What follows belongs to an exercise in optimizing a design on an open flow for small area, a short achievable clock period and few clock cycles; a production flow would make more cautious choices.
In this exercise RTL edits were held to simulation tests only and were not proved equivalent to the original.
No activity file was given, so power comes from the tool's default toggle rates.

job 3870:
// vhil_gateway
module vhil_gateway (
    input  wire        clk,
    input  wire        rst,             
    input  wire        rx_valid,
    input  wire [7:0]  rx_data,
    input  wire        rx_eos,
    input  wire        rx_err,
    output wire        rx_ready,
    output wire        tx_valid,
    input  wire        tx_ready,
    output wire [7:0]  tx_data,
    output wire        tx_last,
    output wire        ev_valid,
    output wire [2:0]  ev_kind,
    output wire [15:0] ev_voltage_mv,
    output wire [7:0]  ev_temp_c,
    output wire [1:0]  halt_cause
);
    localparam [7:0] SYNC = 8'hAA;
    reg [1:0] halt_q;       
    reg [2:0] cnt;          
    reg       rdy_q;        
    reg [7:0] d1, d2, d3;   
    reg [7:0] acc;          
    reg [1:0] stat_q;       
    reg       pend;         
    reg       tx_valid_q;
    reg [3:0] tx_idx;       
    reg [7:0] tx_data_q;
    reg       tx_last_q;
    reg       ev_valid_q;
    reg [1:0] ev_k;         
    assign rx_ready = rdy_q;
    wire c0 = (cnt == 3'd0);
    wire c1 = (cnt == 3'd1);
    wire c2 = (cnt == 3'd2);
    wire c3 = (cnt == 3'd3);
    wire c4 = (cnt == 3'd4);
    wire rx_fire = rdy_q && (rx_valid || rx_eos || rx_err);
    wire ev_term = rdy_q && (rx_err || rx_eos);
    wire ev_byte = rx_fire && !rx_err && !rx_eos;
    wire is_sync = (rx_data == SYNC);
    function [7:0] add8(input [7:0] a, input [7:0] b);
        reg [7:0] g0, p0, g1, p1, g2, p2, g3;
        integer i;
        begin
            g0 = a & b;
  ...
clock: 5.0 ns
lec_check: 0
abc_area: 1
cap_margin: 20
core_area: 5 5 105 105
die_area: 0 0 110 110
setup_slack_margin: 2.95
slew_margin: 20
standard.sh (not shown) runs the stock make flow with config.mk's settings and CLKGATE_MAP_FILE= SYNTH_SCRIPT=/design/flow/synth_recipe.tcl, a recipe that flattens the netlist after the stock synthesis.
==> flow/flow/run.sh <==
#!/bin/bash
# Standard ORFS layout (the standard.sh), with the port buffers made
# from sky130_fd_sc_hd__buf_1 instead of the default delay buffer.
set -euo pipefail
export BUFFER_PORTS_ARGS="-buffer_cell sky130_fd_sc_hd__buf_1"
bash standard.sh > standard.log 2>&1
Testbench counts of job 3870, summed over its fixed seeds: cycles 29,374.
--- input diff job 3870..job 5504 ---
- putting PLACE_DENSITY at 0.85 where nothing was set
- swapping 2.95 for 3.0 in SETUP_SLACK_MARGIN
==> comparison <==
| final non-filler cell total | job 5504 vs job 3870 | 2 higher |
Status: number of buffers added to fix hold violations after cts parity (job 3870, job 5504)
Job 3870 → job 5504: hold slack shows no meaningful change, post-route minimum period shows no meaningful change.
Compared job 5504 against job 3870; later-pin clock latency in the skew report within noise.
Compared with job 3870, job 5504 shows total power lower by about 10%.
[job 5504] area growth from synthesis to final layout fell 0.81 points relative to job 3870
Looking at starting DRC count in detailed routing across job 5504 and job 3870, the one that comes out higher is job 5504.
Routed wire in job 5504 totals more than in job 3870.
For job 8818, these inputs were changed with respect to job 5504:
- removing PLACE_DENSITY (formerly 0.85)
- changing SLEW_MARGIN from 20 to 0
- changing CAP_MARGIN from 20 to 0
--- outcome ---
- [diff] final worst setup slack, job 8818 relative to job 5504: improvement
- Diff job 5504 -> job 8818: power share of the clock group shows an increase of 5.7 points; period utilization shows a reduction of 0.40 points; first-iteration DRC count shows a reduction of 47%; post-route non-filler standard cell count shows no meaningful change.

Another version of the RTL of vhil_gateway (not shown whole).
Size: roughly 55 I/O pins, roughly 0.0027 mm2 of cells after synthesis.
export LEC_CHECK = 0
export ABC_AREA = 1
export CAP_MARGIN = 20
export CORE_AREA = 5 5 105 105
export DIE_AREA = 0 0 110 110
export SETUP_SLACK_MARGIN = 3.05
export SLEW_MARGIN = 20
create_clock -name core_clock -period 5.0 [get_ports {clk}]
Scripts as last shown in full above: flow/flow/run.sh
Testbench counts at the start, summed over its fixed seeds: cycles 29,896.
Then changed:
SETUP_SLACK_MARGIN = 3.0   (was 3.05)
Outcome:
- critical path depth stays the same
- total power barely changes
- worst setup slack gets worse by 0.0084 ns
- routed wire length drops by 2.4%
- final area came out lower by 3.8%
- utilization falls by 1.3 points
- hold slack is about the same

Setup of main:
The RTL this note starts from:
==> flow/design.v <==
module vhil_gateway (
    input  wire        clk,
    input  wire        rst,             
    input  wire        rx_valid,
    input  wire [7:0]  rx_data,
    input  wire        rx_eos,
    input  wire        rx_err,
    output wire        rx_ready,
    output wire        tx_valid,
    input  wire        tx_ready,
    output wire [7:0]  tx_data,
    output wire        tx_last,
    output wire        ev_valid,
    output wire [2:0]  ev_kind,
    output wire [15:0] ev_voltage_mv,
    output wire [7:0]  ev_temp_c,
    output wire [1:0]  halt_cause
);
    localparam [7:0] SYNC = 8'hAA;
    reg [1:0] halt_q;       
    reg [2:0] cnt;          
    reg       rdy_q;        
    reg [7:0] d1, d2, d3;   
    reg [7:0] acc;          
    reg [1:0] stat_q;       
    reg       pend;         
    reg       tx_valid_q;
    reg [3:0] tx_idx;       
    reg [7:0] tx_data_q;
    reg       tx_last_q;
    reg       ev_valid_q;
    reg [1:0] ev_k;         
    assign rx_ready = rdy_q;
    wire c0 = (cnt == 3'd0);
    wire c1 = (cnt == 3'd1);
    wire c2 = (cnt == 3'd2);
    wire c3 = (cnt == 3'd3);
    wire c4 = (cnt == 3'd4);
    wire rx_fire = rdy_q && (rx_valid || rx_eos || rx_err);
    wire ev_term = rdy_q && (rx_err || rx_eos);
    wire ev_byte = rx_fire && !rx_err && !rx_eos;
    wire is_sync = (rx_data == SYNC);
    function [7:0] add8(input [7:0] a, input [7:0] b);
        reg [7:0] g0, p0, g1, p1, g2, p2, g3;
        integer i;
        begin
            g0 = a & b;
            p0 = a ^ b;
            for (i = 0; i < 8; i = i + 1) begin
                g1[i] = (i >= 1) ? g0[i] | (p0[i] & g0[i-1]) : g0[i];
                p1[i] = (i >= 1) ? p0[i] & p0[i-1] : p0[i];
            end
            for (i = 0; i < 8; i = i + 1) begin
                g2[i] = (i >= 2) ? g1[i] | (p1[i] & g1[i-2]) : g1[i];
                p2[i] = (i >= 2) ? p1[i] & p1[i-2] : p1[i];
            end
            for (i = 0; i < 8; i = i + 1)
                g3[i] = (i >= 4) ? g2[i] | (p2[i] & g2[i-4]) : g2[i];
            add8 = p0 ^ {g3[6:0], 1'b0};
        end
    endfunction
    wire       sum_ok = (rx_data == acc);
    wire win_end = ev_byte && c4;
    wire win_ok  = win_end && sum_ok;
    wire hot   = d3[7] | d3[6] | (&d3[5:2] & (d3[1] | d3[0]));
    wire lo_hi = ~|d1[7:4] & ~(d1[3] & d1[2]);                
    wire lo_lo = ~|d2[7:5] & ~(d2[4] & d2[3] & d2[2]);         
    wire low_v = lo_hi | ((d1 == 8'h0C) & lo_lo);
    wire [1:0] status = {hot, ~hot & low_v};
    wire       adv     = tx_valid_q && tx_ready;
    wire       tx_done = adv && tx_last_q;
    wire       busy_n  = tx_valid_q && !tx_done;       
    wire       pend_n  = (win_ok || pend) && busy_n;
    wire       txv_n   = win_ok || pend || busy_n;
    wire       last_i  = tx_idx[3] & tx_idx[2];              
    wire [3:0] idx_inc = last_i ? 4'd0 : tx_idx + 4'd1;
    wire [8:4] lt_h = {~tx_idx[3],
                       ~tx_idx[3] & ~(tx_idx[2] & tx_idx[1] & tx_idx[0]),
                       ~tx_idx[3] & ~(tx_idx[2] & tx_idx[1]),
                       ~tx_idx[3] & ~(tx_idx[2] & (tx_idx[1] | tx_idx[0])),
                       ~tx_idx[3] & ~tx_idx[2]};
    wire [3:0] idx_n   = !tx_valid_q ? 4'd0 : (adv ? idx_inc : tx_idx);
    reg [7:0] next_byte;
    always @(*) begin
        case (tx_idx)
            4'd1:    next_byte = 8'h01;
            4'd3:    next_byte = 8'h08;
            4'd4:    next_byte = d1;
            4'd5:    next_byte = d2;
            4'd6:    next_byte = d3;
            4'd7:    next_byte = {6'd0, stat_q};
            default: next_byte = 8'h00;
        endcase
    end
    wire [4:1] free_n;
    genvar k;
    generate
        for (k = 1; k <= 4; k = k + 1) begin : g_free
            assign free_n[k] = !pend && !(tx_valid_q && lt_h[k + 4]);
        end
    endgenerate
    wire rdy_take = c0 ? (!is_sync || free_n[1]) :
                    c1 ? free_n[2] :
                    c2 ? free_n[3] :
                    c3 ? free_n[4] : 1'b1;
    wire rdy_keep = c1 ? free_n[1] :
                    c2 ? free_n[2] :
                    c3 ? free_n[3] :
                    c4 ? free_n[4] : 1'b1;
    wire rdy_n = (halt_q == 2'd0) && !ev_term && (rx_fire ? rdy_take : rdy_keep);
    always @(posedge clk) begin
        if (rdy_q && c1) d1 <= rx_data;
        if (rdy_q && c2) d2 <= rx_data;
        if (rdy_q && c3) d3 <= rx_data;
        if (rdy_q && c4) stat_q <= status;
        if (c0)
            acc <= SYNC;
        else if (rdy_q && rx_valid && !c4)
            acc <= add8(acc, rx_data);
        if (!tx_valid_q || tx_ready) begin
            tx_data_q <= next_byte;
            tx_last_q <= (tx_idx == 4'd11);
        end
        tx_idx <= idx_n;
        ev_k   <= {(win_end && !sum_ok) || (ev_term && !rx_err),
                   win_ok || (ev_term && !rx_err)};
        if (rst) begin
            halt_q     <= 2'd0;
            cnt        <= 3'd0;
            rdy_q      <= 1'b1;
            pend       <= 1'b0;
            tx_valid_q <= 1'b0;
            ev_valid_q <= 1'b0;
        end else begin
            if (ev_term) begin
                halt_q <= rx_err ? 2'd2 : 2'd1;
                cnt    <= 3'd0;
            end else if (ev_byte) begin
                if (c0)
                    cnt <= is_sync ? 3'd1 : 3'd0;
                else if (c4)
                    cnt <= 3'd0;
                else
                    cnt <= {c3, c1 | c2, c2};
            end
            rdy_q      <= rdy_n;
            pend       <= pend_n;
            tx_valid_q <= txv_n;
            ev_valid_q <= ev_term || win_end;
        end
    end
    assign tx_valid      = tx_valid_q;
    assign tx_data       = tx_data_q;
    assign tx_last       = tx_last_q;
    assign ev_valid      = ev_valid_q;
    assign ev_kind       = {halt_q[1], ev_k};
    assign ev_voltage_mv = {d1, d2};
    assign ev_temp_c     = d3;
    assign halt_cause    = halt_q;
endmodule
==> flow/config.mk <==
export PLATFORM = sky130hd
export DESIGN_NAME = vhil_gateway
export DESIGN_NICKNAME = vhil_gateway
export VERILOG_FILES = /design/flow/design.v
export SDC_FILE = /design/flow/constraint.sdc
export NUM_CORES = 4
export LEC_CHECK = 0
export ABC_AREA = 1
export CAP_MARGIN = 20
export CORE_AREA = 5 5 105 105
export DIE_AREA = 0 0 110 110
export SETUP_SLACK_MARGIN = 3.05
export SLEW_MARGIN = 20
==> flow/constraint.sdc <==
create_clock -name core_clock -period 5.0 [get_ports {clk}]
set_input_delay 1.0000 -clock core_clock [delete_from_list [all_inputs] [get_ports {clk}]]
set_output_delay 1.0000 -clock core_clock [all_outputs]
set_load 0.01 [all_outputs]
Scripts as last shown in full above: flow/flow/run.sh
Testbench counts of main, summed over its fixed seeds: cycles 29,374.
The following lists how the feature branch was set up differently from main:
- SETUP_SLACK_MARGIN changed from 3.05 to 2.9
[summary]
The slack of the worst reg-to-reg path of the feature branch was inferior to that of main.
Comparing the feature branch with main, the global routing usage on met1 came out essentially unchanged.
main → the feature branch: routed wire length went up 1.7%, post-cts repair resize count moved down.
Compare the feature branch and main | post-detailed-route via-to-cell ratio lower: main
Against main, the final cell area of the feature branch is lower.

static timing again, ports no longer ideal:
The results above use ideal ports. As a check the final layouts listed here were re-extracted and re-timed, cells and wires unchanged. Step 1 assumes that a clkbuf_16 drives the clock port and a buf_2 every other input. Step 2 adds t to the input delays and takes it off the output delays; t is the mean of the earliest and latest rising clock arrival at the registers after step 1. Input paths then give back, and output paths get back, about the clock's delay inside the block. Slacks: ideal ports / drivers / drivers and shift; pairs: ideal ports / drivers.
run	t (ns)	setup WS [ns]	latest minus earliest clock arrival (ns)
job 3870	0.350	3.032 / 3.025 / 2.680	0.010 / 0.011
job 5504	0.358	3.032 / 3.017 / 2.668	0.010 / 0.010
job 8818	0.355	3.051 / 3.021 / 2.720	0.010 / 0.009
the first run of note 2	0.342	3.056 / 3.025 / 2.800	0.014 / 0.014
the second run of note 2	0.339	3.048 / 3.017 / 2.758	0.016 / 0.015
main	0.357	3.079 / 3.050 / 2.728	0.010 / 0.009
the feature branch	0.358	3.001 / 3.008 / 2.650	0.011 / 0.012
After both steps every run listed still meets setup and hold. The setup slack of job 5504, which loses most, moves by -0.015 ns with the drivers and by -0.364 ns with both steps.
